This design comes from an exercise in tuning for small area, a short achievable clock period and few clock cycles per item on the open sky130 flow, not from production work. Only simulation tests tie the RTL to the original design; equivalence was not proved.

--- design/flow/design.v ---
module l21_lane (
    input  wire       clk,
    input  wire       rst,           
    input  wire       in_valid,
    output wire       in_ready,
    input  wire [7:0] in_data,
    input  wire       in_last,
    input  wire       in_empty,      
    input  wire       in_err,        
    output wire       out_valid,
    input  wire       out_ready,
    output wire       out_ok,
    output wire [3:0] out_cause,
    output wire [7:0] out_byte0,
    output wire [7:0] out_byte1
);
    localparam WMAX = 256;           
    localparam IW   = 9;             
    localparam OW   = 12;            
    localparam C_NONE      = 4'd0;
    localparam C_BLANK     = 4'd1;
    localparam C_RUNIN_NF  = 4'd2;
    localparam C_RUNIN_OOR = 4'd3;
    localparam C_SANITY    = 4'd4;
    localparam C_OOR       = 4'd5;
    localparam C_PARITY    = 4'd6;
    localparam C_NOEDGE    = 4'd7;
    localparam C_ROW       = 4'd8;
    localparam S_LOAD     = 4'd0;
    localparam S_NORM     = 4'd1;
    localparam S_START    = 4'd2;
    localparam S_COUNT    = 4'd3;
    localparam S_CALIB    = 4'd4;
    localparam S_SANITY   = 4'd5;
    localparam S_ASSEMBLE = 4'd6;
    localparam S_VALIDATE = 4'd7;
    localparam S_OUT      = 4'd8;
    reg [3:0]    state;
    reg [7:0]    sr [0:WMAX-1];      
    reg          br [0:WMAX-1];      
    reg [IW-1:0] cnt;                
    reg          ovf;                
    reg [IW-1:0] w;                  
    reg [7:0]    maxluma;
    reg [IW-1:0] idx;                
    reg          prev;               
    reg [IW-1:0] start_ri;
    reg [IW-1:0] stop_ri;
    reg [3:0]    trans;              
    reg [7:0]    bw;                 
    reg signed [OW-1:0] off;         
    reg [4:0]    k;                  
    reg          oor;                
    reg [2:0]    sbits;              
    reg [15:0]   dbits;              
    reg          res_ok;
    reg [3:0]    res_cause;
    reg [7:0]    res_b0;
    reg [7:0]    res_b1;
    assign in_ready  = (state == S_LOAD);
    assign out_valid = (state == S_OUT);
    assign out_ok    = res_ok;
    assign out_cause = res_cause;
    assign out_byte0 = res_b0;
    assign out_byte1 = res_b1;
    wire [7:0] max_next = (in_data > maxluma) ? in_data : maxluma;
    wire [7:0]  s_cur = sr[idx[7:0]];
    wire [14:0] s100  = s_cur * 7'd100;
    wire [14:0] t45   = maxluma * 6'd45;
    wire [14:0] t56   = maxluma * 6'd56;
    wire        b_norm = (s100 >= t56) ? 1'b1 :
                         (s100 <  t45) ? 1'b0 : prev;
    wire        br_cur  = br[idx[7:0]];
    wire        br_prev = br[idx[7:0] - 8'd1];
    wire [IW+4:0] idx20   = idx * 5'd20;
    wire [IW+2:0] stop5   = idx * 3'd5;
    wire [IW+3:0] stop10  = idx * 4'd10;
    wire [IW+1:0] w3      = w * 2'd3;
    wire        stop_ok = ({3'b0, w} <= stop5) && (stop10 <= {2'b0, w3});
    wire [IW-1:0] run_len = stop_ri - start_ri;
    wire [15:0]   bw_num  = run_len * 6'd38 + 16'd250;
    wire [15:0]   bw_calc = bw_num / 16'd251;
    wire        off_out = (off < 0) || (off >= $signed({3'b0, w}));
    wire        br_off  = br[off[7:0]];
    wire        par0_ok = ^{dbits[7:0]};
    wire        par1_ok = ^{dbits[15:8]};
    always @(posedge clk) begin
        if (rst) begin
            state     <= S_LOAD;
            cnt       <= 0;
            ovf       <= 1'b0;
            maxluma   <= 8'd0;
            res_ok    <= 1'b0;
            res_cause <= C_NONE;
            res_b0    <= 8'd0;
            res_b1    <= 8'd0;
        end else begin
            case (state)
            S_LOAD: if (in_valid && (in_err || in_empty)) begin
                reject(in_err ? C_ROW : C_BLANK);
            end else if (in_valid) begin
                if (cnt < WMAX)
                    sr[cnt[7:0]] <= in_data;
                else
                    ovf <= 1'b1;
                if (cnt < WMAX)
                    cnt <= cnt + 1'b1;
                maxluma <= max_next;
                if (in_last) begin
                    w     <= cnt + 1'b1;
                    idx   <= 0;
                    prev  <= 1'b0;
                    if (ovf || cnt == WMAX)
                        reject(C_ROW);
                    else if (max_next < 8'd32)
                        reject(C_BLANK);
                    else
                        state <= S_NORM;
                end
            end
            S_NORM: begin
                br[idx[7:0]] <= b_norm;
                prev <= b_norm;
                if (idx == w - 1'b1) begin
                    idx   <= 0;
                    state <= S_START;
                end else
                    idx <= idx + 1'b1;
            end
            S_START: begin
                if (br_cur) begin
                    start_ri <= idx;
                    if (idx20 > {5'b0, w})
                        reject(C_RUNIN_OOR);
                    else begin
                        trans <= 0;
                        idx   <= idx + 1'b1;
                        state <= S_COUNT;
                    end
                end else if (idx == w - 1'b1)
                    reject(C_RUNIN_NF);
                else
                    idx <= idx + 1'b1;
            end
            S_COUNT: begin
                if (idx >= w)
                    reject(C_RUNIN_NF);
                else if (br_cur != br_prev) begin
                    if (trans == 4'd12) begin
                        stop_ri <= idx;
                        if (!stop_ok)
                            reject(C_RUNIN_OOR);
                        else
                            state <= S_CALIB;
                    end else begin
                        trans <= trans + 1'b1;
                        idx   <= idx + 1'b1;
                    end
                end else
                    idx <= idx + 1'b1;
            end
            S_CALIB: begin
                bw <= bw_calc[7:0];
                if (idx >= w)
                    reject(C_NOEDGE);
                else if (br_cur) begin
                    off   <= $signed({3'b0, idx}) - $signed({3'b0, bw_calc[7:0], 1'b0})
                             + $signed({4'b0, bw_calc[7:1]});
                    k     <= 0;
                    oor   <= 1'b0;
                    state <= S_SANITY;
                end else
                    idx <= idx + 1'b1;
            end
            S_SANITY: begin
                if (off_out)
                    oor <= 1'b1;
                sbits <= {sbits[1:0], off_out ? 1'b0 : br_off};
                off   <= off + $signed({4'b0, bw});
                if (k == 5'd2) begin
                    k     <= 0;
                    state <= S_ASSEMBLE;
                    if (oor || off_out)
                        reject(C_OOR);
                    else if ({sbits[1:0], br_off} != 3'b001)
                        reject(C_SANITY);
                end else
                    k <= k + 1'b1;
            end
            S_ASSEMBLE: begin
                if (off_out)
                    oor <= 1'b1;
                dbits <= {off_out ? 1'b0 : br_off, dbits[15:1]};
                off   <= off + $signed({4'b0, bw});
                if (k == 5'd15) begin
                    if (oor || off_out)
                        reject(C_OOR);
                    else
                        state <= S_VALIDATE;
                end else
                    k <= k + 1'b1;
            end
            S_VALIDATE: begin
                if (!par0_ok || !par1_ok)
                    reject(C_PARITY);
                else begin
                    res_ok    <= 1'b1;
                    res_cause <= C_NONE;
                    res_b0    <= {1'b0, dbits[6:0]};
                    res_b1    <= {1'b0, dbits[14:8]};
                    state     <= S_OUT;
                end
            end
            S_OUT: if (out_ready) begin
                state   <= S_LOAD;
                cnt     <= 0;
                ovf     <= 1'b0;
                maxluma <= 8'd0;
            end
            default: state <= S_LOAD;
            endcase
        end
    end
    task reject(input [3:0] cause);
        begin
            res_ok    <= 1'b0;
            res_cause <= cause;
            res_b0    <= 8'd0;
            res_b1    <= 8'd0;
            state     <= S_OUT;
        end
    endtask
endmodule
module line21_batch (
    input  wire        clk,
    input  wire        rst,             
    input  wire        csr_we,
    input  wire        csr_re,
    input  wire [2:0]  csr_num,
    input  wire [9:0]  csr_wdata,
    output reg  [9:0]  csr_rdata,
    input  wire        fl_we,
    input  wire [3:0]  fl_index,
    input  wire [7:0]  fl_handle,
    input  wire        cmd_valid,
    output wire        cmd_ready,
    input  wire [1:0]  cmd_op,
    output wire [1:0]  rs_req_valid,
    input  wire [1:0]  rs_req_ready,
    output wire [15:0] rs_req_handle,
    output wire [19:0] rs_req_row,
    input  wire [1:0]  rs_valid,
    output wire [1:0]  rs_ready,
    input  wire [15:0] rs_data,
    input  wire [1:0]  rs_last,
    input  wire [1:0]  rs_empty,
    input  wire [1:0]  rs_err,
    output wire        out_valid,
    input  wire        out_ready,
    output wire [7:0]  out_data,
    output wire        out_tag,
    output wire [3:0]  out_cause,
    output wire        out_first,
    output wire        out_last
);
    localparam P    = 2;
    localparam NMAX = 15;
    localparam L_IDLE = 2'd0;
    localparam L_REQ  = 2'd1;
    localparam L_RUN  = 2'd2;
    reg [7:0]  fl [0:15];
    reg [3:0]  batch_n;
    reg [9:0]  row;
    reg [1:0]  par_limit;
    reg        busy, done, row_error;
    reg [3:0]  err_index;
    reg [3:0]  next;
    reg [3:0]  disp;
    reg        beat;                    
    reg        rs_full  [0:15];
    reg        rs_valid_b [0:15];
    reg [3:0]  rs_cause [0:15];
    reg [7:0]  rs_b0    [0:15];
    reg [7:0]  rs_b1    [0:15];
    reg [1:0]  lstate [0:P-1];
    reg [3:0]  lfidx  [0:P-1];
    reg [7:0]  lhandle [0:P-1];
    wire [P-1:0] core_in_ready;
    wire [P-1:0] core_out_valid;
    wire [P-1:0] core_ok;
    wire [3:0]   core_cause [0:P-1];
    wire [7:0]   core_b0 [0:P-1];
    wire [7:0]   core_b1 [0:P-1];
    genvar g;
    generate
        for (g = 0; g < P; g = g + 1) begin : lane
            wire run = (lstate[g] == L_RUN);
            l21_lane u_lane (
                .clk       (clk),
                .rst       (rst),
                .in_valid  (run && rs_valid[g]),
                .in_ready  (core_in_ready[g]),
                .in_data   (rs_data[8*g +: 8]),
                .in_last   (rs_last[g]),
                .in_empty  (rs_empty[g]),
                .in_err    (rs_err[g]),
                .out_valid (core_out_valid[g]),
                .out_ready (run),
                .out_ok    (core_ok[g]),
                .out_cause (core_cause[g]),
                .out_byte0 (core_b0[g]),
                .out_byte1 (core_b1[g])
            );
            assign rs_req_valid[g]          = (lstate[g] == L_REQ);
            assign rs_req_handle[8*g +: 8]  = lhandle[g];
            assign rs_req_row[10*g +: 10]   = row;
            assign rs_ready[g]              = run && core_in_ready[g];
        end
    endgenerate
    wire       l0_idle = (lstate[0] == L_IDLE);
    wire       l1_idle = (lstate[1] == L_IDLE);
    wire [1:0] active  = {1'b0, !l0_idle} + {1'b0, !l1_idle};
    wire       can_disp = busy && (disp < batch_n) && (l0_idle || l1_idle)
                          && (active < par_limit);
    wire       disp_lane = l0_idle ? 1'b0 : 1'b1;
    wire [P-1:0] collect;
    assign collect[0] = (lstate[0] == L_RUN) && core_out_valid[0];
    assign collect[1] = (lstate[1] == L_RUN) && core_out_valid[1];
    wire       slot_ready = busy && (next < batch_n) && rs_full[next];
    assign out_valid = slot_ready;
    assign out_data  = beat ? rs_b1[next] : rs_b0[next];
    assign out_tag   = rs_valid_b[next];
    assign out_cause = rs_cause[next];
    assign out_first = !beat;
    assign out_last  = beat && (next == batch_n - 1'b1);
    assign cmd_ready = !busy;
    wire   bstart    = cmd_valid && cmd_ready && (cmd_op == 2'b01);
    always @(*) begin
        case (csr_num)
            3'd0:    csr_rdata = {6'd0, batch_n};
            3'd1:    csr_rdata = row;
            3'd2:    csr_rdata = {8'd0, par_limit};
            3'd3:    csr_rdata = {7'd0, row_error, done, busy};
            3'd4:    csr_rdata = {6'd0, err_index};
            3'd5:    csr_rdata = {6'd0, next};
            3'd6:    csr_rdata = {6'd0, disp};
            default: csr_rdata = 10'd0;
        endcase
    end
    wire       rerr0 = collect[0] && (core_cause[0] == 4'd8);
    wire       rerr1 = collect[1] && (core_cause[1] == 4'd8);
    wire [3:0] rerr_min = (rerr0 && rerr1) ? ((lfidx[0] < lfidx[1]) ? lfidx[0] : lfidx[1]) :
                          rerr0 ? lfidx[0] : lfidx[1];
    integer i, l;
    always @(posedge clk) begin
        if (rst) begin
            batch_n   <= 4'd0;
            row       <= 10'd0;
            par_limit <= P;
            busy      <= 1'b0;
            done      <= 1'b0;
            row_error <= 1'b0;
            err_index <= 4'd0;
            next      <= 4'd0;
            disp      <= 4'd0;
            beat      <= 1'b0;
            for (l = 0; l < P; l = l + 1)
                lstate[l] <= L_IDLE;
            for (i = 0; i < 16; i = i + 1)
                rs_full[i] <= 1'b0;
        end else begin
            if (!busy && fl_we && fl_index < NMAX)
                fl[fl_index] <= fl_handle;
            if (!busy && csr_we) begin
                case (csr_num)
                    3'd0: batch_n   <= (csr_wdata > NMAX) ? NMAX : csr_wdata[3:0];
                    3'd1: row       <= csr_wdata;
                    3'd2: par_limit <= (csr_wdata >= 10'd1 && csr_wdata <= P) ? csr_wdata[1:0] : P;
                    default: ;
                endcase
            end
            if (bstart) begin
                busy      <= 1'b1;
                done      <= 1'b0;
                row_error <= 1'b0;
                next      <= 4'd0;
                disp      <= 4'd0;
                beat      <= 1'b0;
                for (i = 0; i < 16; i = i + 1)
                    rs_full[i] <= 1'b0;
            end
            for (l = 0; l < P; l = l + 1) begin
                case (lstate[l])
                    L_REQ: if (rs_req_ready[l]) lstate[l] <= L_RUN;
                    L_RUN: if (collect[l]) begin
                        lstate[l] <= L_IDLE;
                        rs_full[lfidx[l]]    <= 1'b1;
                        rs_valid_b[lfidx[l]] <= core_ok[l];
                        rs_cause[lfidx[l]]   <= core_cause[l];
                        rs_b0[lfidx[l]]      <= core_b0[l];
                        rs_b1[lfidx[l]]      <= core_b1[l];
                    end
                    default: ;
                endcase
            end
            if (rerr0 || rerr1) begin
                row_error <= 1'b1;
                if (!row_error || rerr_min < err_index)
                    err_index <= rerr_min;
            end
            if (can_disp) begin
                lstate[disp_lane]  <= L_REQ;
                lfidx[disp_lane]   <= disp;
                lhandle[disp_lane] <= fl[disp];
                disp <= disp + 1'b1;
            end
            if (out_valid && out_ready) begin
                if (beat) begin
                    beat <= 1'b0;
                    next <= next + 1'b1;
                end else
                    beat <= 1'b1;
            end
            if (busy && next == batch_n) begin
                busy <= 1'b0;
                done <= 1'b1;
            end
        end
    end
endmodule
--- design/flow/run.sh ---
#!/bin/bash
# synth_recipe.tcl (not shown) runs the flow's synth.tcl, then flattens the netlist and writes it again
# the make line also repeats each setting of config.mk as NAME=value (left out here)
make -C /OpenROAD-flow-scripts/flow DESIGN_CONFIG=/design/flow/config.mk WORK_HOME=/design/flow/orfs CLKGATE_MAP_FILE= SYNTH_SCRIPT=/design/flow/synth_recipe.tcl finish
--- design/flow/config.mk ---
export PLATFORM = sky130hd
export DESIGN_NAME = line21_batch
export DESIGN_NICKNAME = line21_batch
export VERILOG_FILES = /design/flow/design.v
export SDC_FILE = /design/flow/constraint.sdc
export NUM_CORES = 4
export LEC_CHECK = 0
export CAP_MARGIN = 20
export CORE_MARGIN = 2
export CORE_UTILIZATION = 40
export SLEW_MARGIN = 20
--- design/flow/constraint.sdc ---
create_clock -name core_clock -period 14.0 [get_ports {clk}]
set_input_delay 2.8000 -clock core_clock [delete_from_list [all_inputs] [get_ports {clk}]]
set_output_delay 2.8000 -clock core_clock [all_outputs]
set_load 0.01 [all_outputs]
==> run summary <==
-- synthesized netlist by cell type (8+ instances only) --
master and n:
a211oi_1 38, a21boi_0 8, a21o_1 107, a21oi_1 250
a22oi_1 49, a31oi_1 26, and2_1 44, and3_1 34
buf_1 202, buf_4 12, clkbuf_1 537, dfxtp_1 170
edfxtp_1 5234, fa_1 64, ha_1 505, inv_1 367
mux2_2 325, mux2i_1 36, mux4_2 2010, nand2_1 417
nand2b_1 78, nand3_1 88, nand3b_1 9, nand4_1 44
nor2_1 1381, nor2b_1 82, nor3_1 83, nor3b_1 19
nor4_1 31, nor4b_1 8, o2111ai_1 10, o211a_1 11
o211ai_1 26, o21a_1 23, o21ai_0 182, o21ai_1 8
o21bai_1 46, o22ai_1 12, o31ai_1 11, or2_2 21
or3_1 19, or4_1 9, xnor2_1 214, xor2_1 93
-- kinds of logic (layout without fill, tap and decap cells) --
group | after synthesis | count (layout) | share of synthesized area (%)
xor gates and xnor gates | 309 | 309 | 1.13
AOI/OAI and AO/OA | 937 | 937 | 2.60
DFF | 5404 | 5404 | 66.5
adders and majority gates | 571 | 571 | 3.16
and+or+nand+nor | 2399 | 2399 | 4.33
buffers and inverters | 1134 | 1813 | 1.79
other | 2 | 21 | 0.00311
muxes | 2375 | 2375 | 20.4
-- registers in the layout, summed over array words and instances (netlist names), 16 cells and up, named ones only --
| name | count |
|---|---|
| lane.u_lane.sr | 4096 |
| lane.u_lane.bw | 16 |
| rs_b1 | 112 |
| lane.u_lane.maxluma | 16 |
| lane.u_lane.cnt | 18 |
| rs_cause | 64 |
| lane.u_lane.start_ri | 18 |
| lane.u_lane.idx | 18 |
| rs_valid_b | 16 |
| fl | 128 |
| rs_full | 16 |
| lane.u_lane.dbits | 32 |
| lhandle | 16 |
| lane.u_lane.w | 18 |
| lane.u_lane.stop_ri | 18 |
| lane.u_lane.br | 512 |
| lane.u_lane.off | 24 |
| rs_b0 | 112 |
-- layout by cell type (no fill, tap or decap), types with 106 or more instances in the layout --
master and instances:
clkdlybuf4s50_1 107, dfxtp_1 148, nand2_1 409, o21ai_0 169, ha_1 501, a21o_1 106, mux2_2 325, edfxtp_1 5234
inv_1 367, a21oi_1 249, clkinv_1 125, clkbuf_16 578, buf_4 234, mux4_2 2010, clkbuf_1 128, nor2_1 1372
xnor2_1 208
-- worst paths after layout --
kind / slack (ns) / end / startpoint / depth (start not counted)
setup reg to reg: 0.84 / lane[0].u_lane.off[9] / lane[0].u_lane.start_ri[1] / 56
setup / recovery: 0.84 / lane[0].u_lane.off[9] / lane[0].u_lane.start_ri[1] / 56
hold reg to reg: 0.45 / rs_full[9] / rs_full[9] / 1
hold / removal: 0.45 / rs_full[9] / rs_full[9] / 1
-- critical path: cells and delay by family, from the launching register on --
family | cells | cell delay, ns
compound gates | 25 | 5.57
simple gates | 12 | 2.82
fa+ha+maj | 7 | 2.32
xor+xnor | 4 | 0.73
buf+inv | 7 | 0.71
flops | 1 | 0.41
mux | 1 | 0.30
-- final cells by class --
cell class	instances	area, sq um
Fill cell	51100	330000
Sequential cell	5404	161000
Multi-Input combinational cell	6606	77000
Clock buffer	718	15100
Tap cell	8036	10100
Timing Repair Buffer	394	3820
Clock inverter	326	3320
Inverter	375	1410
Antenna cell	6	15.0
-- repair_timing --
item | CTS | global route
setup endpoints to repair | 0 | 26
buffers inserted | 0 | 3
gates resized for setup | 0 | 22
hold buffers | 0 | 0
-- metal layers --
layer / vias to the layer above / share of wire, % / track usage, % / routed length [um]
met2: 4234 / 48 / 31.5 / 291000
met4: 12 / 2.5 / 4.74 / 15400
met1: 67000 / 43 / 28.6 / 265000
met3: 817 / 6.4 / 2.78 / 39200
met5: - / 0.013 / 0 / 81
li1: 53600 / - / - / -
-- metrics by stage --
step / instances / worst slack (ns) / util [%] / hold WS, ns
5_1_grt: 21900 / 0.0225 / 45.1 / 0.470
3_5_place_dp: 20800 / 0.408 / 42.0 / 0.436
4_1_cts: 21900 / 0.368 / 45.1 / 0.447
6_report: 21900 / 0.839 / 45.1 / 0.445
3_3_place_gp: 20800 / 0.467 / 42.0 / 0.428
2_1_floorplan: 13100 / 1.99 / - / 0.421
==> qor.yml <==
clocking:
  cts_tree: "yes"
  numCtsBuffers: 576
  ctsLongestPathBuffers: 4
  path_clk_slew_ns: 0.06
  cts_sinks: 5404
  cts-root-buf: "clkbuf_16"
  insertion_delay_ns: 1.12
  h-tree-depth: 6
sta:
  tns_ns: 0
  rsz0062_at_grt: "false"
  timing.final.crit_period_ns: 13.16
  slew_viol_final: 0
  max_freq_mhz: 76.0
  final.period_utilization_pct: 94.0
  relSlewSlack_pct: 15.6
  worst_pin_slew_ns: 1.27
  setup_violations: 0
  final_hold_viol_count: 0
  fin_skew_ns: 0.0691
routing:
  drtIter0Drc: 13000
  drc: 0
  ant_nets: 0
  routed_wl_um: 611000
  vias: 126000
  via_per_inst: 5.75
  wl_per_cell_um: 27.9
  first_pass_iters: 6
synthesis:
  synth_area_leader_cell: "edfxtp_1"
  ys_types: 121
  netlist_area_sq_um: 241000
  synthTopCellsByArea: "edfxtp_1, mux4_2, ha_1"
  ys_warn_count: 4
  synth_edf_count: 5234
  ys_seq_area_share_pct: 66.5
  ys_async_sr_fraction_pct: 0
  ys_seq_elements: 5404
  yosys.area.top_type_share_pct: 65.1
  synthFlopType: "edfxtp_1"
  syn_avg_cell_area_sq_um: 18.4
  syn_inst: 13100
critical_path:
  cp-end-kind: "flop"
  cp_slowest_cell: "fa_1"
  worst-setup-path-type: "reg -> reg"
  crit_path_start_kind: "flop"
  worst_ep_arrival_time_ns: 13.95
  max_stage_delay_ns: 0.52
  worstPathRequired_ns: 14.79
  crit_fanout: 19
floorplanning:
  dieArea_sq_um: 610000
  rows: 285
  pin_count: 127
  core_area_sq_um: 602000
  die_h_um: 781
  fp.dieW_um: 781
  start_util_pct: 40.1
placed_design:
  io_buffers: 124
  gp_congestion: 0.800
  hpwlAfterDp_um: 379000
  placed_cell_area_sq_um: 253000
grt:
  grt_max_degree: 258
  grt_pass1_vias: 127000
  grt_pass1_wl_um: 894000
  grt_antenna_before_repair: 29
  grt_usage_pct: 19.7
  grt_overflow: 0
flow_run:
  maxCapViolations: 0
min_path:
  hold_class: "reg -> reg"
finish:
  finalNetCount: 14000
  fin_area_sq_um: 271000
  area_growth_syn_to_layout_pct: 12.4
  drive_gt1_share_pct: 26.0
run_status:
  status: "timing/DRC/antenna clean"
Testbench counts, summed over its fixed seeds: cycles 136,640, frames 720.

afterwards: timing with drivers on the ports:
No port has a modelled driver above. Below, the same layout with a new extraction and two added sets of constraints.
Step 1 sets driving cells, clkbuf_16 on the clock port and buf_2 on the other inputs (assumed; they add their load-dependent delay and slew).
Step 2 moves the port delays by t, midway between the first and last clock arrival at a register: inputs arrive t later, outputs are due t later. That takes back most of the time a late clock gives input paths.
Three values: no drivers, after step 1, after step 2; two values: the first two.
shift t [ns]: 1.196
setup WS [ns]: 0.839 / 0.839 / 0.839
hold WS [ns]: 0.445 / 0.445 / 0.445
slew at the worst register clock pin (ns): 0.07 / 0.07
pins driven straight from the clock port: 1
After both steps this run still meets setup and hold. The setup slack of this run moves by 0.000 ns with the drivers and by 0.000 ns with both steps.
